Context: an optimization exercise on an open-source flow, tuned for a short achievable clock period and few clock cycles. The choices shown serve that exercise and are no tape-out recipe.
In this exercise RTL edits were held to simulation tests only and were not proved equivalent to the original.
Power and IR drop assume default switching activity.

==> flow/design.v (outline; a module is shown in full before it is edited, if it fits) <==
// module c1_filter: 12 lines
// module c1_nhseq: 292 lines
// module c1fc: 975 lines
module c1fc #(
    parameter SHORT_FRAME_PARITY = 0
) (
    input  wire       clk,
    input  wire       rst,           
    input  wire       cmd_valid,
    input  wire [7:0] cmd_data,
    input  wire       cmd_last,
    output wire       cmd_ready,
    output wire       rsp_valid,
    output wire [7:0] rsp_data,
    output wire       rsp_last,
    input  wire       rsp_ready
);
  // ...
==> flow/run.sh <==
#!/bin/bash
# synth_recipe.tcl (not shown) runs the flow's synth.tcl, then flattens the netlist and writes it again
# the make line also repeats each setting of config.mk as NAME=value (left out here)
make -C /OpenROAD-flow-scripts/flow DESIGN_CONFIG=/design/flow/config.mk WORK_HOME=/design/flow/orfs CLKGATE_MAP_FILE= SYNTH_SCRIPT=/design/flow/synth_recipe.tcl finish
==> flow/config.mk <==
export PLATFORM = sky130hd
export DESIGN_NAME = c1fc
export DESIGN_NICKNAME = c1fc
export VERILOG_FILES = /design/flow/design.v
export SDC_FILE = /design/flow/constraint.sdc
export NUM_CORES = 4
export LEC_CHECK = 0
export ABC_CLOCK_PERIOD_IN_PS = 3000
export CAP_MARGIN = 20
export CORE_MARGIN = 2
export CORE_UTILIZATION = 40
export SETUP_SLACK_MARGIN = 5
export SLEW_MARGIN = 20
==> flow/constraint.sdc <==
create_clock -name core_clock -period 10.0 [get_ports {clk}]
set_input_delay 2.0000 -clock core_clock [delete_from_list [all_inputs] [get_ports {clk}]]
set_output_delay 2.0000 -clock core_clock [all_outputs]
set_load 0.01 [all_outputs]
==> impl_metrics.json, run 1 <==
{
  "grt_start_max_net_pins": 236,
  "cp_top_family": "simple AND/OR/NAND/NOR gates",
  "final.setup.tns_ns": 0,
  "design_area_um2": 138000,
  "crit_type": "flip-flop to flip-flop",
  "fin_skew_ns": 0.0747,
  "pre_cts_ws_ns": 4.66,
  "synth-seq-area-share_pct": 37.3,
  "path_clk_slew_ns": 0.06,
  "p_per_area_nw_per_um2": 218,
  "synth_xor_area_share_pct": 7.59,
  "ys.flop_type": "edfxtp_1",
  "p_switching_mw": 12.2,
  "critPathBufInv": 5,
  "nMultiInputCombCells": 11900,
  "cap_violations": 0,
  "clk_latency_ns": 0.99,
  "drtAntennaViolNets": 0,
  "diodes": 65,
  "portBuffers": 23,
  "path_max_fanout": 72,
  "finalHoldViolCount": 0,
  "hold_end": "p_hp",
  "cts.htree.levels": 4,
  "rsz0062_at_grt": "true",
  "outcome": "no timing/DRC/antenna violations",
  "multi_input_area_um2": 73800,
  "clk-power_mw": 7.92,
  "maxUsedRoutingLayer": "met5",
  "met2WireLength_um": 271000,
  "synth_top_cell_by_area": "edfxtp_1",
  "power_frac_clock_pct": 26.3,
  "hp-start": "d_hp",
  "use_met3_pct": 13.9,
  "drc": 0,
  "grt.met1_usage_pct": 48.0,
  "fin_nets": 14700,
  "layout.area.seq_um2": 47900,
  "p_comb_share_pct": 40.4,
  "seq_cells": 1754,
  "finish.utilization_pct": 43.4,
  "synth_enable_flop_cells": 1270,
  "hold-path-cell-count": 0
}
Testbench counts, summed over its fixed seeds: cycles 20,595.
==> module c1fc, before the edit <==
module c1fc #(
    parameter SHORT_FRAME_PARITY = 0
) (
    input  wire       clk,
    input  wire       rst,           
    input  wire       cmd_valid,
    input  wire [7:0] cmd_data,
    input  wire       cmd_last,
    output wire       cmd_ready,
    output wire       rsp_valid,
    output wire [7:0] rsp_data,
    output wire       rsp_last,
    input  wire       rsp_ready
);
    localparam [47:0] TAPS     = 48'h0E882B0AD621;
    localparam [15:0] CRC_INIT = 16'h6363;
    localparam        K1       = 2;         
    localparam [2:0] ST_OK       = 3'd0,
                     ST_ILLEGAL  = 3'd1,
                     ST_RESERVED = 3'd2,
                     ST_LENGTH   = 3'd3,
                     ST_NOTKEYED = 3'd4,
                     ST_PARITY   = 3'd5,
                     ST_CRC      = 3'd6;
    localparam [1:0] PK_KS1 = 2'd0, PK_KS2 = 2'd1, PK_ENC = 2'd2, PK_DEC = 2'd3;
    function ff(input [47:0] s);
        reg a0, b1, b2, a3, b4;
        begin
            a0 = ((s[9]  | s[11]) ^ (s[9]  & s[15])) ^ (s[13] & ((s[9]  ^ s[11]) | s[15]));
            b1 = ((s[17] & s[19]) | s[21]) ^ ((s[17] ^ s[19]) & (s[21] | s[23]));
            b2 = ((s[25] & s[27]) | s[29]) ^ ((s[25] ^ s[27]) & (s[29] | s[31]));
            a3 = ((s[33] | s[35]) ^ (s[33] & s[39])) ^ (s[37] & ((s[33] ^ s[35]) | s[39]));
            b4 = ((s[41] & s[43]) | s[45]) ^ ((s[41] ^ s[43]) & (s[45] | s[47]));
            ff = (a0 | ((b1 | b4) & (a3 ^ b4))) ^ ((a0 ^ (b1 & a3)) & ((b2 ^ a3) | (b1 & b4)));
        end
    endfunction
    function [15:0] crc8(input [15:0] c, input [7:0] b);
        integer i;
        reg [15:0] x;
        begin
            x = c;
            for (i = 0; i < 8; i = i + 1)
                x = (x[0] ^ b[i]) ? ((x >> 1) ^ 16'h8408) : (x >> 1);
            crc8 = x;
        end
    endfunction
    integer i, j, e, q;
    function [63:0] rotl(input [63:0] x, input integer k);
        rotl = (x << k) | (x >> (64 - k));
    endfunction
    function [1:0] nsm1(input [3:0] n);
        nsm1 = (n <= 4'd2) ? 2'd0 : (n <= 4'd4) ? 2'd1 : (n <= 4'd6) ? 2'd2 : 2'd3;
    endfunction
    reg  [47:0] lfsr;
    reg         keyed;
    reg  [31:0] clkcnt;
    reg  [15:0] crcacc;
    reg  [5:0]  errsticky;
    reg  [2:0]  lastst;
    reg  [47:0] snap;           
    reg  [31:0] snapcnt;
    reg  [3:0]  cinc;           
    reg  [511:0] rbuf;
    reg  [63:0]  rfirst;        
    reg  [63:0]  wb_oh;         
    reg  [6:0]   p_pos;         
    reg  [6:0]   wbase;         
    reg  [6:0]   cmt;           
    reg  [6:0]   o_rd;
    reg          o_v, o_l;
    reg  [7:0]   o_d;
    reg        sp_25, sp_31, sp_56;
    assign rsp_valid = o_v;
    assign rsp_data  = o_d;
    assign rsp_last  = o_l;
    localparam QD = 8;
    reg  [9*QD-1:0] qe;
    reg  [QD-1:0]   qv;         
    reg             crdy;
    assign cmd_ready = crdy;
    wire            push = cmd_valid & crdy;
    wire            pop, pop2;
    reg  [9*QD-1:0] qen;
    reg  [QD-1:0]   qvn;
    always @* begin
        qen = qe; qvn = qv;
        if (pop2) begin
            qen = qe >> 18; qvn = qv >> 2;
        end else if (pop) begin
            qen = qe >> 9; qvn = qv >> 1;
        end
        if (push) begin
            for (i = 0; i < QD; i = i + 1)
                if (!qvn[i] && (i == 0 || qvn[(i + QD - 1) % QD]))
                    qen[9*i +: 9] = {cmd_last, cmd_data};
            qvn = {qvn[QD-2:0], 1'b1};
        end
    end
    always @(posedge clk) begin
        qe <= qen;
        if (rst) begin
            qv <= {QD{1'b0}}; crdy <= 1'b1;
        end else begin
            qv <= qvn; crdy <= ~qvn[QD-1];
        end
    end
    wire       hv = qv[0];
    wire [7:0] hd = qe[7:0];
    wire       hl = qe[8];
    wire       hv1 = qv[1];
    wire [7:0] hd1 = qe[16:9];
    wire       hl1 = qe[17];
    reg  [7:0]  a_op;
    reg  [15:0] a_cnt;          
    reg  [5:0]  a_idx;          
    reg         a_busy;         
    reg  [7:0]  a_b1, a_b2, a_b3, a_b4;
    reg  [47:0] a_kreg;         
    reg  [15:0] a_crc;
    reg         a_stp;          
    reg         a_tl, a_t1;     
    reg  [7:0]  a_tb, a_tbh;    
    reg  [1:0]  a_sub;          
    reg  [8:0]  a_ksacc;
    reg         a_pf;           
    reg  [5:0]  a_nf;           
    reg  [2:0]  a_rem;          
    reg         a_nfnz;         
    reg  [3:0]  a_r;            
    reg  [3:0]  d_vb, d_jp, d_nd;
    reg  [1:0]  d_nsm1;         
    reg         d_hp;
    reg         c_legal, c_rsv, c_rng, c_nk;
    reg  [16:0] c_exp;          
    reg  [6:0]  c_len;          
    reg  [3:0]  c_wn;           
    reg  [11:0] c_nb;           
    reg         bq_v;
    reg  [7:0]  bq_op;
    reg  [7:0]  bq_b1, bq_b4;
    reg  [47:0] bq_key;
    reg  [15:0] bq_crc;
    reg         bq_legal, bq_lenok, bq_rsv, bq_rng, bq_nk, bq_isdec, bq_isnh, bq_pre;
    reg         bq_brst, bq_disc, bq_load, bq_cfdec;
    reg  [6:0]  bq_len;
    reg  [3:0]  bq_wn;
    reg  [11:0] bq_nb;
    reg         p_v;
    reg         p_vd;           
    reg  [1:0]  p_kind;
    reg         p_first, p_last;
    reg  [8:0]  p_ks;
    reg  [7:0]  p_dat;
    reg  [3:0]  p_n, p_r, p_jp;
    reg         p_hp, p_cpar;
    reg  [5:0]  p_off;
    reg  [7:0]  p_acc;
    reg  [2:0]  p_accn;
    reg  [7:0]  p_pb;
    reg  [15:0] p_crc;
    reg         p_crcnz;
    reg         p_bad;
    wire        b_fire;
    wire       first  = !a_busy || a_t1;
    wire [7:0] o      = a_op;
    reg        m, o_c1, o_bit, o_nib, o_word, o_encb, o_decb, o_enc, o_dec, o_cf, o_crcl;
    reg        o_slow, o_d33;
    reg  [1:0] o_nsm1;
    reg  [3:0] o_cn;
    reg  [1:0] o_spc;           
    wire       h_c1   = (hd[7:4] == 4'h2) && (hd[3:2] != 2'b00);
    wire       h_bit  = (hd[7:1] == 7'h12);
    wire       h_nib  = (hd[7:1] == 7'h13);
    wire       h_word = (hd[7:1] == 7'h15);
    wire       h_encb = (hd[7:1] == 7'h16);
    wire       h_decb = (hd[7:1] == 7'h17);
    wire       in_tail = a_tl;
    reg        i_1, i_2, i_3, i_1to4, i_3to34, i_ge4, i_3to32;
    reg        w_c1, w_enc, w_dec, r_slow, r_ts, r_cstep;
    reg  [1:0] r_nsm1;
    reg  [3:0] r_cn;
    reg  [8:0] r_cnoh;          
    reg  [7:0]  dcmp;
    always @* begin
        for (i = 0; i < 8; i = i + 1)
            dcmp[i] = (i < d_jp) ? hd[i] : ((i < 7) ? hd[(i + 1) & 7] : 1'b0);
    end
    wire        cpar = hd[d_jp[2:0]];
    wire        b1_cflag = a_b1[0];
    wire        tail_starts = r_ts && hl;
    wire [7:0]  tbyte = in_tail ? a_tb : hd;
    reg  [7:0] cin;
    reg  [3:0] cn;
    reg        ce, cstep;
    always @* begin
        cin = 8'd0; ce = 1'b0;
        cn    = r_cn;
        cstep = r_cstep;
        if (in_tail || w_enc) begin
            cin = m ? tbyte : 8'd0;
        end else if (w_c1) begin
            cin   = (o_encb | o_decb) ? (m ? hd : 8'd0) : hd;
            ce    = o_encb ? 1'b0 : m;
        end else if (w_dec) begin
            cin = m ? dcmp : 8'd0; ce = m;
        end
    end
    wire produce = in_tail || w_c1 || w_enc || w_dec;
    wire slow    = r_slow;
    reg [48*9-1:0] st0;
    reg [8:0]      ks0;
    always @* begin
        st0[47:0] = lfsr;
        for (j = 0; j < 8; j = j + 1) begin
            ks0[j] = ff(st0[48*j +: 48]);
            st0[48*(j+1) +: 48] = {(^(st0[48*j +: 48] & TAPS)) ^ cin[j], st0[48*j+1 +: 47]};
        end
        ks0[8] = ff(st0[48*8 +: 48]);
    end
    reg  [5:0] sl_in;           
    reg  [3:0] a_suboh;         
    reg  [1:0] r_nlast;         
    wire [1:0] cin1 = a_suboh[0] ? cin[1:0] : sl_in[1:0];
    reg [48*3-1:0] st1;
    reg [2:0]      ks1;
    reg            sn0, sn1;
    always @* begin
        ks1[0] = ff(lfsr);
        sn0    = (^(lfsr & TAPS)) ^ cin1[0] ^ ks1[0];
        ks1[1] = sn0 ? ff({1'b1, lfsr[47:1]}) : ff({1'b0, lfsr[47:1]});
        sn1    = (^({1'b0, lfsr[47:1]} & TAPS)) ^ cin1[1] ^ ks1[1];
        ks1[2] = sn1 ? ff({2'b10, lfsr[47:2]}) : ff({2'b00, lfsr[47:2]});
        st1    = {sn1, sn0, lfsr[47:2], sn0, lfsr[47:1], lfsr};
    end
    wire       last_sub = !slow || (a_sub == r_nsm1);
    wire [1:0] n1      = last_sub ? r_nlast : 2'd2;
    reg [8:0] ksv;
    always @* begin
        ksv = a_ksacc;
        for (i = 0; i < 4; i = i + 1)
            if (a_suboh[i]) begin
                ksv[2*i]     = ks1[0];
                ksv[2*i + 1] = ks1[1];
                ksv[2*i + 2] = ks1[2];
            end
        if (!slow) ksv = ks0;
        if (!cstep) ksv = 9'd0;
    end
    reg  [47:0] st0_sel;
    always @* begin
        st0_sel = 48'd0;
        for (j = 0; j <= 8; j = j + 1)
            st0_sel = st0_sel | (st0[48*j +: 48] & {48{r_cnoh[j]}});
    end
    wire [47:0] lfsr_a = slow ? st1[48*n1 +: 48] : st0_sel;
    wire [3:0]  ncnt   = slow ? {2'd0, n1} : cn;
    reg  [6:0] need;
    always @* begin
        need = 7'd8;
        if (o_enc) need = 7'd39;
        if (o_dec) need = 7'd33;
    end
    wire hazard   = produce && bq_v;
    wire nospace  = produce && (o_enc ? !sp_25 : o_dec ? !sp_31 : !sp_56);
    wire finishing = in_tail ? a_t1 : (hl && !tail_starts && last_sub);
    wire hand_ok  = !bq_v || b_fire;
    wire act      = (in_tail || hv) && !hazard && !nospace && !(finishing && !hand_ok);
    wire sp_ok    = !o_spc[0] ? sp_56 : o_spc[1] ? sp_25 : sp_31;
    wire a_step   = cstep && produce && (in_tail || hv) && !bq_v && sp_ok;    
    assign pop    = hv && act && last_sub && (!in_tail || (a_t1 && !hl));
    wire       h_enc  = (hd == 8'h12) || (hd[7:1] == 7'h18);
    wire       h_dec  = (hd == 8'h13) || (hd[7:1] == 7'h19);
    wire       h_crcl = (hd == 8'h16) || (hd == 8'h17);
    wire       mg_ok  = !a_busy && !a_tl && hv1 && !hl && !h_c1 && (!hl1 || hand_ok);
    assign     pop2   = pop && mg_ok;
    wire       finishing2 = pop2 && hl1;
    wire       m_rsv  = ((hd == 8'h11) & hd1[7]) |
                        ((hd == 8'h14) & (hd1[7:4] != 4'd0)) |
                        ((h_enc | h_dec) & (hd1[7:1] != 7'd0)) |
                        ((hd == 8'h15) & (hd1 != 8'd0));
    wire [16:0] m_exp = h_crcl ? 17'd2 + {9'd0, hd1} : t_exp;
    wire       m_rng  = h_crcl & ((hd1 > 8'd32) | ((hd == 8'h17) & (hd1 < 8'd2)));
    wire       m_lenok = h_crcl ? (hd1 == 8'd0) : (t_exp == 17'd2);
    wire       m_rngh = h_crcl & (hd == 8'h17);
    reg        t_legal, t_nk;
    reg [16:0] t_exp;
    reg [6:0]  t_len;
    reg [3:0]  t_wn;
    always @* begin
        t_legal = 1'b1; t_nk = 1'b0; t_exp = 17'd0; t_len = 7'd1; t_wn = 4'd1;
        case (hd)
        8'h00, 8'h02, 8'h03, 8'h18, 8'h20: t_exp = 17'd1;
        8'h01: begin t_exp = 17'd1; t_len = 7'd8; t_wn = 4'd8; end
        8'h1A: begin t_exp = 17'd1; t_len = 7'd3; t_wn = 4'd3; end
        8'h22: begin t_exp = 17'd1; t_len = 7'd2; t_wn = 4'd2; t_nk = 1'b1; end
        8'h23: begin t_exp = 17'd1; t_len = 7'd7; t_wn = 4'd7; end
        8'h10: begin t_exp = 17'd2; t_len = 7'd2; t_wn = 4'd2; end
        8'h11, 8'h14: begin t_exp = 17'd2; t_len = 7'd4; t_wn = 4'd4; end
        8'h19: t_exp = 17'd2;
        8'h24, 8'h25, 8'h26, 8'h27, 8'h28, 8'h29:
               begin t_exp = 17'd2; t_len = 7'd2; t_nk = 1'b1; end
        8'h2C, 8'h2D, 8'h2E, 8'h2F:
               begin t_exp = 17'd2; t_len = 7'd3; t_nk = 1'b1; end
        8'h2A, 8'h2B: begin t_exp = 17'd5; t_len = 7'd5; t_nk = 1'b1; end
        8'h40: begin t_exp = 17'd6; t_len = 7'd5; t_wn = 4'd0; end
        8'h21: t_exp = 17'd7;
        8'h16: begin t_len = 7'd3; t_wn = 4'd3; end
        8'h17: begin t_len = 7'd2; t_wn = 4'd2; end
        8'h15: begin t_len = 7'd2; t_wn = 4'd2; end
        8'h12, 8'h13: ;
        8'h30, 8'h31, 8'h32, 8'h33: t_nk = 1'b1;
        default: t_legal = 1'b0;
        endcase
    end
    reg  [5:0]  c_nt;
    wire [11:0] f_nb    = {6'd0, c_nt} * 9;
    wire [5:0]  f_c8    = (c_nt + 6'd7) >> 3;
    wire [6:0]  f_len   = 7'd3 + {1'b0, c_nt} + {1'b0, f_c8};
    reg         c_m90, c_m91, c_nlt3;
    reg  [5:0]  c_n0, c_n1;
    reg  [4:0]  c_b2hi;
    reg         c_b2r;
    reg         h_m90, h_m91;
    reg  [5:0]  h_n0, h_n1;
    always @* begin
        h_m90 = 1'b0; h_m91 = 1'b0; h_n0 = 6'd0; h_n1 = 6'd0;
        for (q = 1; q <= 28; q = q + 1)
            if (hd == 9 * q) begin h_m90 = 1'b1; h_n0 = q; end
        for (q = 29; q <= 32; q = q + 1)
            if (hd == 9 * q - 256) begin h_m91 = 1'b1; h_n1 = q; end
    end
    wire [15:0] s_nb    = {hd, a_b2};                               
    wire [13:0] s_ceil  = {1'b0, hd, c_b2hi} + {13'd0, c_b2r};       
    wire [16:0] s_len   = 17'd4 + {3'd0, s_ceil};
    wire        s_mul9  = ((hd == 8'd0) & c_m90) | ((hd == 8'd1) & c_m91);
    wire [5:0]  s_n     = (hd == 8'd0) ? c_n0 : c_n1;
    wire        s_nlt3  = (hd == 8'd0) & c_nlt3;
    wire [8:0]  s_nbe   = (s_nb > 16'd288) ? 9'd288 : s_nb[8:0];
    reg        c_legal_n, c_rsv_n, c_rng_n, c_nk_n;
    reg [16:0] c_exp_n, c_expm1_n;
    reg [6:0]  c_len_n;
    reg [3:0]  c_wn_n;
    reg [11:0] c_nb_n;
    always @* begin
        c_legal_n = c_legal; c_rsv_n = c_rsv; c_rng_n = c_rng; c_nk_n = c_nk;
        c_exp_n = c_exp; c_expm1_n = c_expm1; c_len_n = c_len; c_wn_n = c_wn; c_nb_n = c_nb;
        if (first) begin
            c_legal_n = t_legal; c_nk_n = t_nk; c_exp_n = t_exp; c_expm1_n = t_exp - 17'd1;
            c_len_n = t_len; c_wn_n = t_wn;
            c_rsv_n = 1'b0; c_rng_n = 1'b0;
        end else if (i_1) begin
            c_rsv_n = ((o == 8'h11) & hd[7]) |
                      (((o == 8'h14) | o_nib) & (hd[7:4] != 4'd0)) |
                      (o_bit & (hd[7:1] != 7'd0)) |
                      ((o_enc | o_dec) & (hd[7:1] != 7'd0)) |
                      ((o == 8'h15) & (hd != 8'd0));
            if (o_crcl) begin
                c_exp_n = 17'd2 + {9'd0, hd};
                c_expm1_n = 17'd1 + {9'd0, hd};
                c_rng_n = (hd > 8'd32) | ((o == 8'h17) & (hd < 8'd2));
            end
        end else if (i_2) begin
            if (o_enc) begin
                c_exp_n = 17'd3 + {9'd0, hd};
                c_expm1_n = 17'd2 + {9'd0, hd};
                c_rng_n = (hd == 8'd0) | (hd > (b1_cflag ? 8'd30 : 8'd32));
                c_wn_n  = 4'd3;
            end
        end else if (i_3) begin
            if (o_enc) begin
                c_len_n = f_len;
                c_nb_n  = f_nb;
            end
            if (o_dec || o == 8'h15) begin
                c_exp_n = s_len;
                c_expm1_n = 17'd3 + {3'd0, s_ceil};
            end
            if (o_dec) begin
                c_rng_n = ~s_mul9 | (b1_cflag & s_nlt3);
                c_len_n = 7'd1 + {1'b0, (b1_cflag ? s_n - 6'd2 : s_n)};
            end
            if (o == 8'h15)
                c_rng_n = (s_nb != 16'd4);
        end
    end
    wire [7:0]  op_n  = first ? hd : a_op;
    wire [15:0] cnt_n = first ? 16'd1 : (a_cnt == 16'hFFFF) ? a_cnt : a_cnt + 16'd1;
    wire [7:0]  b1_n  = i_1 ? hd : a_b1;
    wire [7:0]  b4_n  = (a_idx == 6'd4) ? hd : a_b4;
    wire [47:0] key_n = first ? a_kreg : {hd, a_kreg[47:8]};
    wire [15:0] crc_n = (!first && (w_enc || (o_crcl && !i_1))) ? crc8(a_crc, hd) : a_crc;
    reg  [16:0] c_expm1;        
    wire        sets_exp = (i_1 && o_crcl) || (i_2 && o_enc) || (i_3 && (o_dec || o == 8'h15));
    wire        rng_h   = first ? 1'b0 : sets_exp ? (o_crcl ? (o == 8'h17) : 1'b1) : c_rng;
    wire        lenok_n = in_tail  ? ({1'b0, a_cnt} == c_exp) :
                          first    ? (t_exp == 17'd1) :
                          sets_exp ? ((hd == 8'd0) && (!i_3 || a_b2 == 8'd0)) :
                                     ({1'b0, a_cnt} == c_expm1);
    wire        ge0   = (hd != 8'd0) || (a_b2[7:3] != 5'd0);        
    wire [3:0]  vb0   = ge0 ? 4'd8 : {1'b0, a_b2[2:0]};
    wire [5:0]  nf0   = ge0 ? s_nbe[8:3] - 6'd1 : 6'd0;
    wire [3:0]  vb1   = a_nfnz ? 4'd8 : {1'b0, a_rem};
    wire [3:0]  r1    = (a_r == 4'd0) ? 4'd8 : a_r - 4'd1;
    wire [3:0]  jp1   = (d_jp == 4'd8) ? 4'd0 : d_jp + 4'd1;
    wire        hp1   = (d_jp != 4'd7) && (a_nfnz || (jp1 < {1'b0, a_rem}));
    wire [3:0]  nd1   = vb1 - {3'd0, hp1};
    wire       nx_c1   = first ? h_c1 : o_c1;
    wire       nx_word = first ? h_word : o_word;
    wire       nx_enc  = first ? ((hd == 8'h12) || (hd[7:1] == 7'h18)) : o_enc;
    wire       nx_dec  = first ? ((hd == 8'h13) || (hd[7:1] == 7'h19)) : o_dec;
    wire       nx_cf   = first ? (hd[7:4] == 4'h3) : o_cf;
    wire       nx_slow = first ? (h_c1 && !h_encb && hd[0]) : o_slow;
    wire       nx_d33  = first ? (hd == 8'h33) : o_d33;
    wire [1:0] nx_onsm1 = first ? (h_bit ? 2'd0 : h_nib ? 2'd1 : 2'd3) : o_nsm1;
    wire [3:0] nx_ocn  = first ? (h_bit ? 4'd1 : h_nib ? 4'd4 : 4'd8) : o_cn;
    wire       nx_i1to4  = first || (i_1to4 && !(a_idx == 6'd4));
    wire       nx_i3to34 = !first && (i_2 || (i_3to34 && !(a_idx == 6'd34)));
    wire       nx_i3to32 = !first && (i_2 || (i_3to32 && !(a_idx == 6'd32)));
    wire       nx_ige4   = !first && (i_3 || i_ge4);
    wire [3:0] nx_vb   = i_3 ? vb0 : w_dec ? vb1 : d_vb;
    wire [3:0] nx_nd   = i_3 ? vb0 : w_dec ? nd1 : d_nd;
    wire       nx_wc1  = nx_c1 && (nx_word ? nx_i1to4 : first);
    wire       nx_wenc = nx_enc && nx_i3to34;
    wire       nx_wdec = nx_dec && nx_ige4 && (nx_vb != 4'd0);
    wire [3:0] nx_cn   = nx_wenc ? 4'd8 : nx_wc1 ? nx_ocn : nx_wdec ? nx_nd : 4'd0;
    always @(posedge clk) begin
        if (pop) begin
            w_c1    <= nx_wc1;
            w_enc   <= nx_wenc;
            w_dec   <= nx_wdec;
            r_slow  <= (nx_slow && nx_wc1) || (nx_d33 && nx_wdec);
            r_nsm1  <= nx_wdec ? nsm1(nx_nd) : nx_onsm1;
            r_nlast <= (nx_cn == 4'd0) ? 2'd0 : nx_cn[0] ? 2'd1 : 2'd2;
            r_ts    <= nx_enc && b1_n[0] && nx_i3to32;
            r_cn    <= nx_cn;
            r_cnoh  <= 9'd1 << nx_cn;
            r_cstep <= nx_wenc ? nx_cf : nx_wc1 ? 1'b1 : nx_wdec ? nx_cf : 1'b0;
        end
        if (act && (tail_starts || (finishing && !(in_tail && pop)))) begin
            w_c1 <= 1'b0; w_enc <= 1'b0; w_dec <= 1'b0; r_slow <= 1'b0; r_ts <= 1'b0;
            r_cn    <= tail_starts ? 4'd8 : 4'd0;
            r_cnoh  <= tail_starts ? 9'h100 : 9'h001;
            r_cstep <= tail_starts && o_cf;
        end
        if (rst) begin
            w_c1 <= 1'b0; w_enc <= 1'b0; w_dec <= 1'b0; r_slow <= 1'b0; r_ts <= 1'b0;
            r_cn <= 4'd0; r_cnoh <= 9'h001; r_cstep <= 1'b0;
        end
    end
    always @(posedge clk) begin
        if (b_fire) bq_v <= 1'b0;
        p_v <= 1'b0;
        p_vd <= 1'b0;
        if (act) begin
            if (slow && !last_sub) begin
                a_sub   <= a_sub + 2'd1;
                a_suboh <= {a_suboh[2:0], 1'b0};
                a_ksacc <= ksv;
                sl_in   <= a_suboh[0] ? cin[7:2] : {2'd0, sl_in[5:2]};
            end else begin
                a_sub   <= 2'd0;
                a_suboh <= 4'd1;
            end
            if (a_step) a_stp <= 1'b1;
            if (pop) begin
                c_legal <= c_legal_n; c_rsv <= c_rsv_n; c_rng <= c_rng_n; c_nk <= c_nk_n;
                c_exp <= c_exp_n; c_expm1 <= c_expm1_n; c_len <= c_len_n; c_wn <= c_wn_n; c_nb <= c_nb_n;
                a_cnt <= cnt_n;
                i_1 <= first; i_2 <= !first && i_1; i_3 <= !first && i_2;
                i_1to4  <= first || (i_1to4 && !(a_idx == 6'd4));
                i_3to34 <= !first && (i_2 || (i_3to34 && !(a_idx == 6'd34)));
                i_3to32 <= !first && (i_2 || (i_3to32 && !(a_idx == 6'd32)));
                i_ge4   <= !first && (i_3 || i_ge4);
                if (first) begin
                    a_busy <= 1'b1;
                    a_op   <= hd;
                    m      <= hd[0];
                    o_c1   <= h_c1;
                    o_bit  <= h_bit;
                    o_nib  <= h_nib;
                    o_word <= h_word;
                    o_encb <= h_encb;
                    o_decb <= h_decb;
                    o_enc  <= (hd == 8'h12) || (hd[7:1] == 7'h18);
                    o_dec  <= (hd == 8'h13) || (hd[7:1] == 7'h19);
                    o_cf   <= (hd[7:4] == 4'h3);
                    o_crcl <= (hd == 8'h16) || (hd == 8'h17);
                    o_spc  <= {h_enc && !h_dec, h_enc || h_dec};
                    o_slow <= h_c1 && !h_encb && hd[0];
                    o_d33  <= (hd == 8'h33);
                    o_nsm1 <= h_bit ? 2'd0 : h_nib ? 2'd1 : 2'd3;
                    o_cn   <= h_bit ? 4'd1 : h_nib ? 4'd4 : 4'd8;
                    a_idx  <= 6'd1;
                    a_crc  <= CRC_INIT;
                    a_pf   <= 1'b1;
                end else begin
                    if (a_idx != 6'd63) a_idx <= a_idx + 6'd1;
                    a_b1   <= b1_n;
                    if (i_2) begin
                        a_b2   <= hd;
                        c_nt   <= hd[5:0] + {4'd0, b1_cflag, 1'b0};
                        c_m90  <= h_m90;
                        c_m91  <= h_m91;
                        c_n0   <= h_n0;
                        c_n1   <= h_n1;
                        c_nlt3 <= (hd == 8'd9) || (hd == 8'd18);
                        c_b2hi <= hd[7:3];
                        c_b2r  <= (hd[2:0] != 3'd0);
                    end
                    if (i_3) a_b3 <= hd;
                    a_b4   <= b4_n;
                    a_kreg <= key_n;
                    a_crc  <= crc_n;
                    if (i_3) begin
                        a_nf   <= nf0;
                        a_rem  <= ge0 ? s_nbe[2:0] : 3'd0;
                        a_nfnz <= (s_nbe >= 9'd16);
                        a_r    <= 4'd0;
                        d_vb   <= vb0;
                        d_jp   <= 4'd8;
                        d_hp   <= 1'b0;
                        d_nd   <= vb0;
                        d_nsm1 <= nsm1(vb0);
                    end
                    if (w_dec) begin
                        a_nf   <= a_nfnz ? a_nf - 6'd1 : 6'd0;
                        a_rem  <= a_nfnz ? a_rem : 3'd0;
                        a_nfnz <= a_nfnz && (a_nf != 6'd1);
                        a_r    <= r1;
                        d_vb   <= vb1;
                        d_jp   <= jp1;
                        d_hp   <= hp1;
                        d_nd   <= nd1;
                        d_nsm1 <= nsm1(nd1);
                    end
                end
                if (tail_starts) begin
                    a_tl  <= 1'b1;
                    a_tb  <= crc_n[7:0];
                    a_tbh <= crc_n[15:8];
                end
            end
            if (in_tail && !a_t1) begin
                a_t1 <= 1'b1;
                a_tb <= a_tbh;
            end
            if (produce && last_sub) begin
                p_v     <= 1'b1;
                p_vd    <= w_dec;
                a_pf    <= pop && first;
                p_first <= a_pf;
                p_kind  <= o_c1 ? ((o_encb | o_decb) ? PK_KS2 : PK_KS1) : o_enc ? PK_ENC : PK_DEC;
                p_last  <= in_tail ? a_t1 : (hl && !tail_starts);
                p_ks    <= ksv;
                p_dat   <= w_dec ? dcmp : tbyte;
                p_n     <= cn;
                p_r     <= a_r;
                p_jp    <= d_jp;
                p_hp    <= d_hp;
                p_cpar  <= cpar;
            end
            if (pop2) begin
                a_cnt   <= 16'd2;
                a_idx   <= 6'd2;
                i_1 <= 1'b0; i_2 <= 1'b1; i_3 <= 1'b0; i_1to4 <= 1'b1;
                i_3to34 <= 1'b0; i_3to32 <= 1'b0; i_ge4 <= 1'b0;
                a_b1    <= hd1;
                a_kreg  <= {hd1, a_kreg[47:8]};
                c_rsv   <= m_rsv;
                c_exp   <= m_exp;
                c_expm1 <= h_crcl ? 17'd1 + {9'd0, hd1} : t_exp - 17'd1;
                c_rng   <= m_rng;
            end
            if (finishing2) begin
                a_busy   <= 1'b0;
                bq_v     <= 1'b1;
            end
            if (finishing) begin
                a_busy   <= in_tail && pop;
                a_tl     <= 1'b0;
                a_t1     <= 1'b0;
                a_stp    <= 1'b0;
                bq_v     <= 1'b1;
            end
        end
        if (rst) begin
            a_busy <= 1'b0;
            a_tl   <= 1'b0;
            a_t1   <= 1'b0;
            a_sub  <= 2'd0;
            a_suboh <= 4'd1;
            a_stp  <= 1'b0;
            bq_v   <= 1'b0;
            p_v    <= 1'b0;
            p_vd   <= 1'b0;
        end
    end
    always @(posedge clk) begin
        if (hand_ok) begin
            if (mg_ok) begin
                bq_op    <= hd;
                bq_brst  <= 1'b0;
                bq_disc  <= 1'b0;
                bq_load  <= (hd == 8'h21);
                bq_cfdec <= (hd[7:1] == 7'h19);
                bq_isdec <= h_dec;
                bq_isnh  <= (hd == 8'h40);
                bq_b1    <= hd1;
                bq_b4    <= a_b4;
                bq_key   <= {hd1, a_kreg[47:8]};
                bq_crc   <= CRC_INIT;
                bq_legal <= t_legal;
                bq_pre   <= t_legal & m_lenok & ~m_rsv & ~m_rngh;
                bq_lenok <= m_lenok;
                bq_rsv   <= m_rsv;
                bq_rng   <= m_rngh;
                bq_nk    <= t_nk;
                bq_len   <= t_len;
                bq_wn    <= t_wn;
                bq_nb    <= c_nb;
            end else begin
                bq_op    <= in_tail ? a_op : op_n;
                bq_brst  <= first && !in_tail && (hd == 8'h03);
                bq_disc  <= first && !in_tail && (hd == 8'h20);
                bq_load  <= !first && (a_op == 8'h21);
                bq_cfdec <= !first && (a_op[7:1] == 7'h19);
                bq_isdec <= (first && !in_tail) ? 1'b0 : o_dec;
                bq_isnh  <= (first && !in_tail) ? 1'b0 : (a_op == 8'h40);
                bq_b1    <= b1_n;
                bq_b4    <= b4_n;
                bq_key   <= key_n;
                bq_crc   <= crc_n;
                bq_legal <= in_tail ? c_legal : c_legal_n;
                bq_pre   <= (in_tail ? (c_legal & ~c_rsv & ~c_rng) : (c_legal_n & ~c_rsv_n & ~rng_h)) & lenok_n;
                bq_lenok <= lenok_n;
                bq_rsv   <= in_tail ? c_rsv : c_rsv_n;
                bq_rng   <= in_tail ? c_rng : rng_h;
                bq_nk    <= in_tail ? c_nk : c_nk_n;
                bq_len   <= (first && !in_tail) ? t_len : in_tail ? c_len : c_len_n;
                bq_wn    <= (first && !in_tail) ? t_wn : c_wn;
                bq_nb    <= in_tail ? c_nb : c_nb_n;
            end
        end
    end
    reg  [5:0]  pc_off;
    reg  [7:0]  pc_acc, pc_pb;
    reg  [2:0]  pc_accn;
    reg  [15:0] pc_crc;
    reg         pc_bad;
    reg         pw0, pw1;
    reg  [7:0]  pd0, pd1;
    reg  [6:0]  pc_pos;
    reg  [5:0]  pn_off;
    reg  [7:0]  pn_acc, pn_pb;
    reg  [2:0]  pn_accn;
    reg  [15:0] pn_crc;
    reg         pn_bad;
    reg  [8:0]  u9;
    reg  [15:0] comb;
    reg  [7:0]  plain, pshift, fbyte;
    reg         pexp;
    always @* begin
        pc_off  = p_first ? 6'd0     : p_off;
        pc_acc  = p_first ? 8'd0     : p_acc;
        pc_accn = p_first ? 3'd0     : p_accn;
        pc_pb   = p_first ? 8'd0     : p_pb;
        pc_crc  = p_first ? CRC_INIT : p_crc;
        pc_bad  = p_first ? 1'b0     : p_bad;
        pn_off = pc_off; pn_acc = pc_acc; pn_accn = pc_accn; pn_pb = pc_pb;
        pn_crc = pc_crc; pn_bad = pc_bad;
        pw0 = 1'b0; pw1 = 1'b0; pd0 = 8'd0; pd1 = 8'd0;
        pc_pos = p_first ? (wbase + ((p_kind == PK_ENC) ? 7'd3 : 7'd1)) : p_pos;
        u9 = 9'd0; comb = 16'd0; plain = 8'd0; pshift = 8'd0; fbyte = 8'd0; pexp = 1'b0;
        if (p_v) begin
            case (p_kind)
            PK_KS1: begin
                pw0 = 1'b1;
                pd0 = p_ks[7:0] & ((p_n == 4'd1) ? 8'h01 : (p_n == 4'd4) ? 8'h0F : 8'hFF);
                pn_off = pc_off + 6'd1;
            end
            PK_KS2: begin
                pw0 = 1'b1; pw1 = 1'b1;
                pd0 = p_dat ^ p_ks[7:0];
                pd1 = p_ks[7:0];
            end
            PK_ENC: begin
                u9   = {(~^p_dat) ^ p_ks[8], p_dat ^ p_ks[7:0]};
                comb = {8'd0, pc_acc} | ({7'd0, u9} << pc_accn);
                pw0  = 1'b1;
                pd0  = comb[7:0];
                if (pc_accn == 3'd7 || p_last) begin
                    pw1    = 1'b1;
                    pd1    = comb[15:8];
                    pn_off = pc_off + 6'd2;
                    pn_acc = 8'd0;
                end else begin
                    pn_off = pc_off + 6'd1;
                    pn_acc = comb[15:8];
                end
                pn_accn = pc_accn + 3'd1;
            end
            PK_DEC: begin
                plain  = p_dat ^ p_ks[7:0];
                pshift = plain << p_r;
                for (i = 0; i < 8; i = i + 1)
                    fbyte[i] = (i < p_r) ? pc_pb[i] : pshift[i];
                if (p_hp) begin
                    pexp   = p_cpar ^ p_ks[p_jp];
                    pw0    = 1'b1;
                    pd0    = fbyte;
                    pn_off = pc_off + 6'd1;
                    pn_crc = crc8(pc_crc, fbyte);
                    pn_bad = pc_bad | (pexp != ~^fbyte);
                    pn_pb  = plain >> p_jp;
                end else begin
                    pn_pb  = fbyte;
                end
            end
            endcase
        end
    end
    always @(posedge clk) begin
        if (p_v) begin
            p_pos  <= pc_pos + {5'd0, pw1, pw0 & !pw1};
            p_acc  <= pn_acc;
            p_accn <= pn_accn;
            p_pb   <= pn_pb;
            p_crc  <= pn_crc;
            p_crcnz <= (pn_crc != 16'h0000);
            p_bad  <= pn_bad;
        end
    end
    wire [7:0]  op  = bq_op;
    wire [7:0]  b1  = bq_b1;
    wire [7:0]  b4  = bq_b4;
    wire        cflag = b1[0];
    wire is_status = (op == 8'h01);
    wire is_clrerr = (op == 8'h02);
    wire is_breset = bq_brst;
    wire is_par    = (op == 8'h10);
    wire is_short  = (op == 8'h11);
    wire is_enc4   = (op == 8'h14);
    wire is_dec4   = (op == 8'h15);
    wire is_crc    = (op == 8'h16);
    wire is_crcchk = (op == 8'h17);
    wire is_crcini = (op == 8'h18);
    wire is_crcupd = (op == 8'h19);
    wire is_crcrd  = (op == 8'h1A);
    wire is_disc   = bq_disc;
    wire is_load   = bq_load;
    wire is_peek   = (op == 8'h22);
    wire is_rdst   = (op == 8'h23);
    wire is_cfdec  = bq_cfdec;
    wire is_nh     = bq_isnh;
    wire is_dec    = bq_isdec;
    wire [2:0] chk_status = ~bq_legal  ? ST_ILLEGAL  :
                            ~bq_lenok  ? ST_LENGTH   :
                            bq_rsv     ? ST_RESERVED :
                            bq_rng     ? ST_LENGTH   :
                            (bq_nk & ~keyed) ? ST_NOTKEYED :
                                         ST_OK;
    wire chk_ok  = bq_pre & ~(bq_nk & ~keyed);
    wire dec_bad = is_dec & p_bad;
    wire dec_crc = is_dec & cflag & p_crcnz;
    wire [2:0] fin_status = !chk_ok ? chk_status : dec_bad ? ST_PARITY : dec_crc ? ST_CRC : ST_OK;
    wire fin_ok = chk_ok & ~dec_bad & ~dec_crc;
    wire pk = ff(lfsr);
    reg  [55:0] bpay;
    always @* begin
        bpay = 56'd0;
        if (is_status) bpay = {clkcnt, 5'd0, lastst, 2'd0, errsticky, 7'd0, keyed};
        if (is_par)    bpay[7:0]  = {7'd0, ~^b1};
        if (is_short)  bpay[23:0] = {1'b0, b1[6:0], 8'd0, 8'd7};
        if (is_enc4)   bpay[23:0] = {4'd0, b1[3:0], 8'd0, 8'd4};
        if (is_dec4)   bpay[7:0]  = {4'd0, b4[3:0]};
        if (is_crc)    bpay[15:0] = bq_crc;
        if (is_crcchk) bpay[7:0]  = {7'd0, (bq_crc == 16'h0000)};
        if (is_crcrd)  bpay[15:0] = crcacc;
        if (is_peek)   bpay[7:0]  = {7'd0, pk};
        if (is_rdst)   bpay[47:0] = lfsr;
        if (op == 8'h12 || op[7:1] == 7'h18) bpay[15:0] = {4'd0, bq_nb};
    end
    wire [63:0] bvec = {bpay, 5'd0, fin_status};
    wire [3:0]  bwn  = fin_ok ? bq_wn : 4'd1;
    wire [6:0]  blen = fin_ok ? bq_len : 7'd1;
    assign b_fire = bq_v && !(is_dec && p_vd) && sp_56 && !b2_blk;
    wire [6:0] u_hold = wbase - o_rd;
    wire [6:0] u_ok   = wbase + bq_len - o_rd;
    wire [6:0] u_fail = wbase + 7'd1 - o_rd;
    wire [6:0] u_nx   = !b_fire ? u_hold : fin_ok ? u_ok : u_fail;
    always @(posedge clk) begin
        if (rst) begin
            sp_25 <= 1'b1; sp_31 <= 1'b1; sp_56 <= 1'b1;
        end else begin
            sp_25 <= (u_nx <= 7'd25);
            sp_31 <= (u_nx <= 7'd31);
            sp_56 <= (u_nx <= 7'd56);
        end
    end
    wire [286:0] nhs;
    c1_nhseq u_nhseq (.y(bq_key[47:16]), .s(nhs));
    reg  [46:0] nh_win;
    reg  [3:0]  nh_fine;
    wire [31:0] nh_out = nh_win[nh_fine +: 32];
    reg         b2_v, b2_nh, b2_first;
    reg         b2_blk;         
    reg  [7:0]  b2_lane;
    reg  [63:0] b2_oh;
    reg  [63:0] b2_vec;
    reg  [6:0]  b2_cmt;
    wire        b2_two  = (b2_lane[7:4] != 4'd0);
    wire [3:0]  bw_lane = (b2_v && !b2_nh) ? b2_lane[3:0] : 4'd0;
    wire [63:0] bw_oh   = b2_oh;
    wire [63:0] bw_vec  = b2_vec;
    reg  [7:0]  b_lanes;
    always @* begin
        for (j = 0; j < 8; j = j + 1)
            b_lanes[j] = (j < bwn);
        if (fin_ok && is_nh) b_lanes = 8'h1F;
    end
    wire [6:0]  wb_ok  = wbase + bq_len;
    reg  [63:0] wb_okoh;
    always @* begin
        wb_okoh = 64'd0;
        wb_okoh[wb_ok[5:0]] = 1'b1;
    end
    always @(posedge clk) begin
        b2_v <= b_fire || (b2_v && (b2_nh || b2_two));
        b2_blk <= b_fire ? ((fin_ok && is_nh) || b_lanes[4]) : (b2_v && b2_nh);
        if (b2_v && b2_nh) begin
            b2_nh  <= 1'b0;
            b2_vec <= {24'd0, nh_out, 8'd0};
        end else if (b2_v && b2_two) begin
            b2_oh    <= rotl(b2_oh, 4);
            b2_vec   <= b2_vec >> 32;
            b2_lane  <= b2_lane >> 4;
            b2_first <= 1'b0;
        end
        if (b2_v && !b2_nh && !b2_two)
            cmt <= b2_cmt;
        if (b_fire) begin
            b2_first <= 1'b1;
            b2_nh   <= fin_ok && is_nh;
            b2_lane <= b_lanes;
            b2_oh   <= wb_oh;
            b2_vec  <= bvec;
            b2_cmt  <= wbase + blen;
            nh_win  <= nhs[{bq_key[15:12], 4'd0} +: 47];
            nh_fine <= bq_key[11:8];
        end
        cinc   <= a_step ? ncnt : 4'd0;
        clkcnt <= clkcnt + {28'd0, cinc};
        if (a_step)
            lfsr   <= lfsr_a;
        if (b_fire) begin
            wbase <= wbase + blen;
            wb_oh <= fin_ok ? wb_okoh : rotl(wb_oh, 1);
            if (!chk_ok) begin
                lfsr   <= snap;
                clkcnt <= snapcnt;
            end else begin
                if (is_breset) begin
                    lfsr <= 48'd0; keyed <= 1'b0; clkcnt <= 32'd0; crcacc <= CRC_INIT;
                end
                if (is_crcini) crcacc <= CRC_INIT;
                if (is_crcupd) crcacc <= crc8(crcacc, b1);
                if (is_disc) begin
                    lfsr <= 48'd0; keyed <= 1'b0; clkcnt <= 32'd0;
                end
                if (is_load) begin
                    lfsr <= bq_key; keyed <= 1'b1; clkcnt <= 32'd0;
                end
                if (is_cfdec && (dec_bad || dec_crc)) begin
                    lfsr <= 48'd0; keyed <= 1'b0; clkcnt <= 32'd0;
                end
            end
            if (fin_ok && (is_clrerr || is_breset))
                errsticky <= 6'd0;
            else if (!fin_ok)
                errsticky <= errsticky | (6'd1 << (fin_status - 3'd1));
            if (!is_status)
                lastst <= fin_status;
        end
        if (rst) begin
            lfsr      <= 48'd0;
            keyed     <= 1'b0;
            clkcnt    <= 32'd0;
            crcacc    <= CRC_INIT;
            errsticky <= 6'd0;
            lastst    <= ST_OK;
            wbase     <= 7'd0;
            wb_oh     <= 64'd1;
            cmt       <= 7'd0;
            b2_v      <= 1'b0;
            b2_blk    <= 1'b0;
            cinc      <= 4'd0;
        end
    end
    reg [47:0] lfsr_b;
    reg [31:0] cnt_b;
    always @* begin
        lfsr_b = lfsr; cnt_b = clkcnt + {28'd0, cinc};
        if (b_fire) begin
            if (!chk_ok) begin
                lfsr_b = snap; cnt_b = snapcnt;
            end else if (is_breset || is_disc || (is_cfdec && (dec_bad || dec_crc))) begin
                lfsr_b = 48'd0; cnt_b = 32'd0;
            end else if (is_load) begin
                lfsr_b = bq_key; cnt_b = 32'd0;
            end
        end
    end
    always @(posedge clk) begin
        if (!a_stp && (!bq_v || b_fire)) begin
            snap    <= a_step ? lfsr   : lfsr_b;
            snapcnt <= cnt_b;
        end
    end
    reg        w_e0, w_e1;
    reg  [7:0] w_d0, w_d1;
    reg  [5:0] w_pos;
    always @(posedge clk) begin
        w_e0  <= pw0 && !rst;
        w_e1  <= pw1 && !rst;
        w_d0  <= pd0;
        w_d1  <= pd1;
        w_pos <= pc_pos[5:0];
    end
    wire o_can  = (o_rd != cmt);
    wire o_take = (!o_v || rsp_ready);
    wire [6:0] o_nx = o_rd + 7'd1;
    reg  [63:0] o_oh;           
    reg  [7:0]  o_rdat;
    reg         o_rfn;
    always @* begin
        o_rdat = 8'd0;
        o_rfn  = 1'b0;
        for (e = 0; e < 64; e = e + 1) begin
            o_rdat = o_rdat | (rbuf[8*e +: 8] & {8{o_oh[e]}});
            o_rfn  = o_rfn | (rfirst[(e + 1) & 63] & o_oh[e]);
        end
    end
    always @(posedge clk) begin
        for (e = 0; e < 64; e = e + 1) begin
            for (j = 0; j < 4; j = j + 1)
                if (bw_lane[j] && bw_oh[(e - j) & 63]) begin
                    rbuf[8*e +: 8] <= bw_vec[8*j +: 8];
                    rfirst[e]      <= (j == 0) && b2_first;
                end
            if (w_e0 && w_pos == e) begin
                rbuf[8*e +: 8] <= w_d0;
                rfirst[e]      <= 1'b0;
            end
            if (w_e1 && ((w_pos + 6'd1) & 6'h3F) == e) begin
                rbuf[8*e +: 8] <= w_d1;
                rfirst[e]      <= 1'b0;
            end
        end
        if (o_take && o_can) begin
            o_d <= o_rdat;
            o_l <= (o_nx == cmt) || o_rfn;
        end
        if (rst) begin
            o_v   <= 1'b0;
            o_rd  <= 7'd0;
            o_oh  <= 64'd1;
        end else if (o_take) begin
            o_v <= o_can;
            if (o_can) begin
                o_rd <= o_nx;
                o_oh <= rotl(o_oh, 1);
            end
        end
    end
endmodule
==> inputs of run 2 (changes only) <==
--- a/flow/design.v
+++ b/flow/design.v
@@ -457,5 +457,5 @@
     reg  [7:0]  p_dat;
     reg  [3:0]  p_n, p_r, p_jp;
-    reg         p_hp, p_cpar;
+    reg         p_hp, p_cpar, p_cs;
     reg  [5:0]  p_off;
     reg  [7:0]  p_acc;
@@ -520,5 +520,5 @@
             st0[48*(j+1) +: 48] = {(^(st0[48*j +: 48] & TAPS)) ^ cin[j], st0[48*j+1 +: 47]};
         end
-        ks0[8] = ff(st0[48*8 +: 48]);
+        ks0[8] = 1'b0;
     end
     reg  [5:0] sl_in;           
@@ -534,8 +534,9 @@
         ks1[1] = sn0 ? ff({1'b1, lfsr[47:1]}) : ff({1'b0, lfsr[47:1]});
         sn1    = (^({1'b0, lfsr[47:1]} & TAPS)) ^ cin1[1] ^ ks1[1];
-        ks1[2] = sn1 ? ff({2'b10, lfsr[47:2]}) : ff({2'b00, lfsr[47:2]});
+        ks1[2] = 1'b0;      
         st1    = {sn1, sn0, lfsr[47:2], sn0, lfsr[47:1], lfsr};
     end
-    wire       last_sub = !slow || (a_sub == r_nsm1);
+    reg        r_lsub;          
+    wire       last_sub = r_lsub;
     wire [1:0] n1      = last_sub ? r_nlast : 2'd2;
     reg [8:0] ksv;
@@ -546,5 +547,4 @@
                 ksv[2*i]     = ks1[0];
                 ksv[2*i + 1] = ks1[1];
-                ksv[2*i + 2] = ks1[2];
             end
         if (!slow) ksv = ks0;
@@ -624,5 +624,6 @@
     reg  [5:0]  c_n0, c_n1;
     reg  [4:0]  c_b2hi;
-    reg         c_b2r;
+    reg         c_b2r, c_b2nz, c_b2hinz;
+    reg  [7:0]  c_b2looh;       
     reg         h_m90, h_m91;
     reg  [5:0]  h_n0, h_n1;
@@ -701,5 +702,6 @@
                           sets_exp ? ((hd == 8'd0) && (!i_3 || a_b2 == 8'd0)) :
                                      ({1'b0, a_cnt} == c_expm1);
-    wire        ge0   = (hd != 8'd0) || (a_b2[7:3] != 5'd0);        
+    wire        hdnz  = (hd != 8'd0);
+    wire        ge0   = hdnz || c_b2hinz;                            
     wire [3:0]  vb0   = ge0 ? 4'd8 : {1'b0, a_b2[2:0]};
     wire [5:0]  nf0   = ge0 ? s_nbe[8:3] - 6'd1 : 6'd0;
@@ -726,5 +728,12 @@
     wire       nx_wc1  = nx_c1 && (nx_word ? nx_i1to4 : first);
     wire       nx_wenc = nx_enc && nx_i3to34;
-    wire       nx_wdec = nx_dec && nx_ige4 && (nx_vb != 4'd0);
+    wire       nx_vbnz = i_3 ? (hdnz || c_b2nz) : w_dec ? (a_nfnz || (a_rem != 3'd0)) : (d_vb != 4'd0);
+    wire       nx_wdec = nx_dec && nx_ige4 && nx_vbnz;
+    wire [8:0] oh_i3   = ge0 ? 9'h100 : {1'b0, c_b2looh};
+    wire [8:0] oh_wd   = a_nfnz ? (hp1 ? 9'h080 : 9'h100) : (9'd1 << nd1);
+    wire [8:0] oh_c1   = first ? (h_bit ? 9'h002 : h_nib ? 9'h010 : 9'h100) :
+                                 (o_bit ? 9'h002 : o_nib ? 9'h010 : 9'h100);
+    wire [8:0] nx_cnoh = nx_wenc ? 9'h100 : nx_wc1 ? oh_c1 :
+                         nx_wdec ? (i_3 ? oh_i3 : w_dec ? oh_wd : (9'd1 << d_nd)) : 9'h001;
     wire [3:0] nx_cn   = nx_wenc ? 4'd8 : nx_wc1 ? nx_ocn : nx_wdec ? nx_nd : 4'd0;
     always @(posedge clk) begin
@@ -735,12 +744,17 @@
             r_slow  <= (nx_slow && nx_wc1) || (nx_d33 && nx_wdec);
             r_nsm1  <= nx_wdec ? nsm1(nx_nd) : nx_onsm1;
+            r_lsub  <= !((nx_slow && nx_wc1) || (nx_d33 && nx_wdec)) ||
+                       ((nx_wdec ? nsm1(nx_nd) : nx_onsm1) == 2'd0);
             r_nlast <= (nx_cn == 4'd0) ? 2'd0 : nx_cn[0] ? 2'd1 : 2'd2;
             r_ts    <= nx_enc && b1_n[0] && nx_i3to32;
             r_cn    <= nx_cn;
-            r_cnoh  <= 9'd1 << nx_cn;
+            r_cnoh  <= nx_cnoh;
             r_cstep <= nx_wenc ? nx_cf : nx_wc1 ? 1'b1 : nx_wdec ? nx_cf : 1'b0;
+        end else if (act && slow && !last_sub) begin
+            r_lsub  <= (a_sub + 2'd1 == r_nsm1);
         end
         if (act && (tail_starts || (finishing && !(in_tail && pop)))) begin
             w_c1 <= 1'b0; w_enc <= 1'b0; w_dec <= 1'b0; r_slow <= 1'b0; r_ts <= 1'b0;
+            r_lsub <= 1'b1;
             r_cn    <= tail_starts ? 4'd8 : 4'd0;
             r_cnoh  <= tail_starts ? 9'h100 : 9'h001;
@@ -749,4 +763,5 @@
         if (rst) begin
             w_c1 <= 1'b0; w_enc <= 1'b0; w_dec <= 1'b0; r_slow <= 1'b0; r_ts <= 1'b0;
+            r_lsub <= 1'b1;
             r_cn <= 4'd0; r_cnoh <= 9'h001; r_cstep <= 1'b0;
         end
@@ -811,4 +826,7 @@
                         c_b2hi <= hd[7:3];
                         c_b2r  <= (hd[2:0] != 3'd0);
+                        c_b2nz   <= (hd != 8'd0);
+                        c_b2hinz <= (hd[7:3] != 5'd0);
+                        c_b2looh <= 8'd1 << hd[2:0];
                     end
                     if (i_3) a_b3 <= hd;
@@ -863,4 +881,5 @@
                 p_hp    <= d_hp;
                 p_cpar  <= cpar;
+                p_cs    <= cstep;
             end
             if (pop2) begin
@@ -947,4 +966,5 @@
         end
     end
+    wire pk = ff(lfsr);         
     reg  [5:0]  pc_off;
     reg  [7:0]  pc_acc, pc_pb;
@@ -989,5 +1009,5 @@
             end
             PK_ENC: begin
-                u9   = {(~^p_dat) ^ p_ks[8], p_dat ^ p_ks[7:0]};
+                u9   = {(~^p_dat) ^ (p_cs & pk), p_dat ^ p_ks[7:0]};
                 comb = {8'd0, pc_acc} | ({7'd0, u9} << pc_accn);
                 pw0  = 1'b1;
@@ -1010,5 +1030,5 @@
                     fbyte[i] = (i < p_r) ? pc_pb[i] : pshift[i];
                 if (p_hp) begin
-                    pexp   = p_cpar ^ p_ks[p_jp];
+                    pexp   = p_cpar ^ ((p_jp == p_n) ? (p_cs & pk) : p_ks[p_jp]);
                     pw0    = 1'b1;
                     pd0    = fbyte;
@@ -1069,5 +1089,4 @@
     wire [2:0] fin_status = !chk_ok ? chk_status : dec_bad ? ST_PARITY : dec_crc ? ST_CRC : ST_OK;
     wire fin_ok = chk_ok & ~dec_bad & ~dec_crc;
-    wire pk = ff(lfsr);
     reg  [55:0] bpay;
     always @* begin
==> impl_metrics.json, run 2 <==
{
  "outcome": "no timing/DRC/antenna violations",
  "fin_nets": 14700,
  "drtAntennaViolNets": 0,
  "first_iter_violations": 21900,
  "p_leak_nw": 52.8,
  "ys_warn_count": 1,
  "cp_slowest_stage_delay_ns": 0.87,
  "cts_sinks": 1766,
  "hold-path-cell-count": 0,
  "seqPwrFrac_pct": 30.5,
  "syn_avg_cell_area_um2": 8.32,
  "largest_register_ff_count": 512,
  "critPathLaunchType": "flip-flop",
  "final_cells": 19100,
  "vias": 127000,
  "ys.flop_type": "edfxtp_1",
  "async_reset_ff_share_pct": 0,
  "totalPowerFinal_mw": 33.6,
  "layout.area.seq_um2": 48300,
  "start_util_pct": 40.2,
  "gp_congestion": 1.14,
  "synthToLayoutAreaGrowth_pct": 8.44,
  "cts.htree.levels": 4,
  "ir_worst_vdd_uv": 209,
  "clockBufferDepth": 4,
  "synthCells": 15500,
  "mostFrequentLayoutCells": "2284 x nand2_1, 1743 x nor2_1, 1478 x a21oi_1, 1283 x o21ai_0, 1281 x edfxtp_1",
  "path_clk_slew_ns": 0.07,
  "p_per_area_nw_per_um2": 241,
  "max_slew_margin_pct": 7.51,
  "p_int_mw": 19.4,
  "gr-total-overflow": 0,
  "drt-vias-per-instance": 6.68,
  "setup_viol": 0,
  "top_regs": "rbuf (512), qe (72)",
  "worst_ep_required_time_ns": 10.87,
  "synth_enable_flop_cells": 1281,
  "grt_start_max_net_pins": 150,
  "drc": 0,
  "multi_input_area_um2": 74000,
  "path_max_fanout": 13,
  "reg2reg_depth": 13,
  "top_register": "rbuf",
  "synth_common_cells": "2286 x nand2_1, 1761 x nor2_1, 1482 x a21oi_1",
  "ys_top_cells_by_area": "edfxtp_1 30%, dfxtp_1 7.5%, nand2_1 6.7%",
  "dpl-instance-area_um2": 132000,
  "max_freq_ghz": 0.211,
  "yosysMostFrequentCell": "nand2_1",
  "slew_violations": 0,
  "synth-seq-area-share_pct": 37.4,
  "design_area_um2": 140000,
  "grt_pass1_vias": 112000,
  "portBuffers": 23,
  "finalHoldViolCount": 0,
  "firstDrtPassIters": 9,
  "routed_wl_um": 669000,
  "syn_area_um2": 129000,
  "swShare_pct": 42.3,
  "cp_common_cell": "nor2_1",
  "dpl.cell_count": 18600,
  "drive_gt1_share_pct": 8.40,
  "p_comb_share_pct": 43.9,
  "chipHeight_um": 571,
  "synth-seq-cells": 1766,
  "hold_class": "flip-flop to flip-flop",
  "cts_root_buf": "clkbuf_16",
  "grt_pass1_wl_um": 915000,
  "final.setup.tns_ns": 0,
  "layout.cells.most_common": "nand2_1",
  "numCtsBuffers": 214,
  "cts_hold_buf": 0,
  "fillCellCount": 32100,
  "worst_setup_path_end_kind": "flip-flop",
  "track_usage_pct": 39.5,
  "rsz0062_at_grt": "false",
  "cap_violations": 0,
  "chipWidth_um": 571,
  "dr_wl_met3_um": 89400,
  "cp_slowest_cell": "a211oi_1",
  "antenna_found_initial": 64,
  "cts_resized": 0,
  "fp.dieArea_um2": 326000,
  "wl_met1_um": 240000,
  "crit_type": "flip-flop to flip-flop",
  "power_frac_clock_pct": 25.5,
  "synth_cell_types": 98,
  "fin_crit_ns": 4.74,
  "hpwl_um": 441000,
  "synth_top_cell_by_area": "edfxtp_1",
  "clk_latency_ns": 0.96,
  "p_switching_mw": 14.2,
  "synth_top_cell_area_share_pct": 29.9,
  "fin_crit_sh_pct": 47.4,
  "cp.arrival_ns": 5.60,
  "cts_tree": "yes",
  "cts_setup_buffers": 0,
  "wl_per_cell_um": 35.1,
  "syn_nets": 15600,
  "crit_chain": "clkinv_1 -> ha_1 -> or3b_2 -> nor2_1 -> buf_4 -> clkinv_1 -> o22ai_1 -> or4_1 -> a211oi_1 -> a21oi_1 -> a311oi_1 -> nor2_1 -> nor2_1",
  "core_um2": 321000,
  "met2WireLength_um": 275000,
  "maxUsedRoutingLayer": "met5",
  "fin_skew_ns": 0.0823,
  "ios": 24,
  "rows": 208,
  "worst_slew_pin_slew_ns": 1.39
}
-- run 2: cell types whose count changed after synthesis, sizes merged, moves of 28 or more --
cell / delta
o21ai: +144
nand3: -113
a21oi: -60
mux2i: +47
buf: +32
nand2: -32
nor2: +32
clkbuf: -31
a221o: -29
a221oi: +28
-- run 2: path summary, 6_finish.rpt --
check	from	end	slack, ns
setup / recovery	qe[1]	r_cn[3]	5.26
hold / removal	d_hp	p_hp	0.42
setup reg to reg	qe[1]	r_cn[3]	5.26
hold reg to reg	d_hp	p_hp	0.42
-- run 2: cells by family after synthesis --
logic type / Yosys count / synth area share (%)
AND/OR/NAND/NOR: 5056 / 16.6
AO/OA/AOI/OAI: 4599 / 22.1
buffers and inverters: 1798 / 5.40
flip-flops: 1766 / 37.4
XOR/XNOR: 1095 / 7.84
multiplexers: 1000 / 9.05
adder cells (fa/ha/maj): 155 / 1.58
other: 1 / 0.00291
-- run 2: critical path, delay by kind of cell, from the launching register on --
kind                     cells  cell delay, ns
flip-flops                   1            0.33
buffers and inverters        3            0.95
AND/OR/NAND/NOR              5            1.22
AO/OA/AOI/OAI                4            1.57
adder cells (fa/ha/maj)      1            0.56
-- run 2: metrics by stage --
step           util [%]  hold WS [ns]  setup slack (ns)
3_5_place_dp       41.1         0.408              4.56
3_3_place_gp       41.1         0.408              4.54
2_1_floorplan         -         0.400              5.57
5_1_grt            43.5         0.444              5.03
6_report           43.5         0.423              5.26
4_1_cts            43.5         0.425              5.17
-- run 2: power by group through the flow --
stage                     registers [mW]  logic (mW)  clock network (mW)
after CTS                           10.1        14.2                8.58
after global placement              10.3        14.0                   0
final                               10.3        14.8                8.59
after detailed placement            10.3        14.2                   0
after global routing                10.2        15.5                8.85
after floorplan                     9.46        9.94                   0
-- run 2: final cells by class --
class / instances / share of cell area, %
antenna: 60 / 0.108
clock buffer: 282 / 4.41
clock inverter: 119 / 0.996
inverter: 203 / 0.553
multi-input combinational: 11900 / 53.0
sequential: 1766 / 34.6
tap: 4305 / 3.86
timing repair buffer: 442 / 2.50
-- run 2: layer usage --
layer / track usage [%] / vias up
met5: 0 / -
met4: 30.6 / 32
met3: 12.8 / 2762
met2: 57.1 / 10200
met1: 48.5 / 60600
li1: - / 53900
Testbench counts of run 2, summed over its fixed seeds: cycles 20,595.
==> inputs of run 3 (changes only) <==
--- a/flow/design.v
+++ b/flow/design.v
@@ -618,7 +618,10 @@
     end
     reg  [5:0]  c_nt;
-    wire [11:0] f_nb    = {6'd0, c_nt} * 9;
-    wire [5:0]  f_c8    = (c_nt + 6'd7) >> 3;
-    wire [6:0]  f_len   = 7'd3 + {1'b0, c_nt} + {1'b0, f_c8};
+    reg  [11:0] f_nb;
+    reg  [6:0]  f_len;
+    always @(posedge clk) begin
+        f_nb  <= {6'd0, c_nt} * 9;
+        f_len <= 7'd3 + {1'b0, c_nt} + {4'd0, ((c_nt + 6'd7) >> 3)};
+    end
     reg         c_m90, c_m91, c_nlt3;
     reg  [5:0]  c_n0, c_n1;
@@ -673,8 +676,4 @@
             end
         end else if (i_3) begin
-            if (o_enc) begin
-                c_len_n = f_len;
-                c_nb_n  = f_nb;
-            end
             if (o_dec || o == 8'h15) begin
                 c_exp_n = s_len;
@@ -960,7 +959,9 @@
                 bq_rng   <= in_tail ? c_rng : rng_h;
                 bq_nk    <= in_tail ? c_nk : c_nk_n;
-                bq_len   <= (first && !in_tail) ? t_len : in_tail ? c_len : c_len_n;
+                bq_len   <= (first && !in_tail) ? t_len :
+                            o_enc ? ((i_3 && c_nt == 6'd1) ? 7'd5 : f_len) :
+                            in_tail ? c_len : c_len_n;
                 bq_wn    <= (first && !in_tail) ? t_wn : c_wn;
-                bq_nb    <= in_tail ? c_nb : c_nb_n;
+                bq_nb    <= (i_3 && c_nt == 6'd1) ? 12'd9 : f_nb;
             end
         end
==> impl_metrics.json, run 3 <==
{
  "pre_cts_ws_ns": 4.69,
  "fin_skew_ns": 0.0864,
  "rsz0062_at_grt": "false",
  "layout.cells.most_common": "nand2_1",
  "crit_type": "flip-flop to flip-flop",
  "path_clk_slew_ns": 0.06,
  "start_util_pct": 40.1,
  "fillCellCount": 32000,
  "cap_violations": 0,
  "top_regs": "rbuf (512), qe (72)",
  "syn_avg_cell_area_um2": 8.33,
  "firstDrtPassIters": 9,
  "ys.flop_type": "edfxtp_1",
  "final.setup.tns_ns": 0,
  "syn_area_um2": 128000,
  "clockBufferDepth": 4,
  "fin_crit_ns": 4.78,
  "p_per_area_nw_per_um2": 243,
  "critPathLaunchType": "flip-flop",
  "drt-vias-per-instance": 6.67,
  "chipHeight_um": 571,
  "cp.arrival_ns": 5.68,
  "synth-seq-cells": 1769,
  "fin_nets": 14600,
  "antenna_found_initial": 76,
  "synth_cell_types": 107,
  "cts_tree": "yes",
  "layout.area.seq_um2": 48200,
  "synth_top_cell_area_share_pct": 29.6,
  "core_um2": 320000,
  "grt_pass1_vias": 112000,
  "synth_common_cells": "2256 x nand2_1, 1674 x nor2_1, 1501 x a21oi_1",
  "track_usage_pct": 39.9,
  "rows": 208,
  "vias": 127000,
  "async_reset_ff_share_pct": 0,
  "cts_root_buf": "clkbuf_16",
  "synthCells": 15400,
  "path_max_fanout": 50,
  "hold_class": "flip-flop to flip-flop",
  "outcome": "no timing/DRC/antenna violations",
  "hpwl_um": 449000,
  "chipWidth_um": 571,
  "ys_top_cells_by_area": "edfxtp_1 30%, dfxtp_1 7.8%, nand2_1 6.6%",
  "fin_crit_sh_pct": 47.8,
  "gr-total-overflow": 0,
  "ir_worst_vdd_uv": 171,
  "mostFrequentLayoutCells": "2250 x nand2_1, 1648 x nor2_1, 1498 x a21oi_1, 1267 x edfxtp_1, 1199 x o21ai_0",
  "timing.final.ws_setup_ns": 5.22,
  "routed_wl_um": 674000,
  "portBuffers": 23,
  "drc": 0,
  "met2WireLength_um": 279000,
  "max_slew_margin_pct": 9.44,
  "p_leak_nw": 52.2,
  "wl_met1_um": 242000,
  "drtAntennaViolNets": 0,
  "synth_top_cell_by_area": "edfxtp_1",
  "dr_wl_met3_um": 87700,
  "gp_congestion": 1.13,
  "cts_sinks": 1769,
  "numCtsBuffers": 212,
  "worst_slew_pin_slew_ns": 1.36,
  "slew_violations": 0,
  "synthToLayoutAreaGrowth_pct": 8.22,
  "grt_pass1_wl_um": 921000,
  "totalPowerFinal_mw": 33.7,
  "synth-seq-area-share_pct": 37.5,
  "worst_setup_path_end_kind": "flip-flop",
  "ios": 24,
  "top_register": "rbuf"
}
==> run 3: cell type report <==
type	instances	share of cell area, %
Timing Repair Buffer	440	2.51
Tap cell	4305	3.88
Inverter	218	0.600
Antenna cell	54	0.0972
Multi-Input combinational cell	11800	53.1
Sequential cell	1769	34.7
Clock inverter	126	0.936
Clock buffer	270	4.20
==> run 3: final timing paths <==
kind | from | end | slack [ns]
worst max register to register | qe[5] | flip-flop | 5.22
worst min-delay path | d_hp | p_hp | 0.43
worst min register to register | d_hp | p_hp | 0.43
worst max-delay path | qe[5] | flip-flop | 5.22
==> run 3: critical path, cell delays in order, from the launching register on <==
cell and delay (ns):
dfxtp_2 0.32, buf_6 0.44, or4b_4 0.57, nor2_4 0.23
a211o_4 0.35, buf_4 0.54, buf_4 0.47, mux2i_1 0.32
o21ai_0 0.11, mux2_2 0.41, nor2_1 0.36, nand2_1 0.12
a211o_1 0.31, o211ai_1 0.09
==> run 3: logic make-up after synthesis <==
group / count (synthesis) / share of synthesized area, %
buf+inv: 1818 / 5.39
flops: 1769 / 37.5
mux: 1000 / 9.09
simple gates: 5014 / 16.6
other cells: 1 / 0.00292
xor+xnor: 1075 / 7.67
compound gates: 4580 / 22.2
fa+ha+maj: 155 / 1.59
==> run 3: per-layer routing <==
metal / track usage, % / vias to the layer above
li1: - / 53800
met1: 48.5 / 60500
met2: 58.3 / 9671
met3: 13.3 / 2697
met4: 30.3 / 48
met5: 0.294 / -
==> run 3: power by group <==
part           internal (mW)  leakage (nW)  switching [mW]
registers               9.09          16.2            1.38
logic                   5.55          32.6            9.49
clock network           4.66          3.47            3.57
==> run 3: repair_timing <==
action,4_1_cts,5_1_grt
setup buffers,0,3
pin swaps,0,1
gates resized for setup,1,10
setup endpoints to repair,4,45
==> run 3: per-stage QoR <==
stage | std cells | utilization [%] | hold slack [ns] | area [µm²]
floorplan | 15400 | - | 0.400 | 128000
global placement | 18500 | 41.0 | 0.404 | 131000
detailed placement | 18500 | 41.0 | 0.417 | 131000
CTS | 18900 | 43.2 | 0.432 | 139000
global route | 19000 | 43.3 | 0.451 | 139000
finish | 19000 | 43.4 | 0.434 | 139000
Testbench counts of run 3, summed over its fixed seeds: cycles 20,595.

Setup slack of run 3, layout unchanged: 5.217 ns with ideal ports, 5.217 ns with driving cells assumed (clock clkbuf_16, inputs buf_2), 5.097 ns with port delays also shifted by the 1.061 ns mid clock arrival.
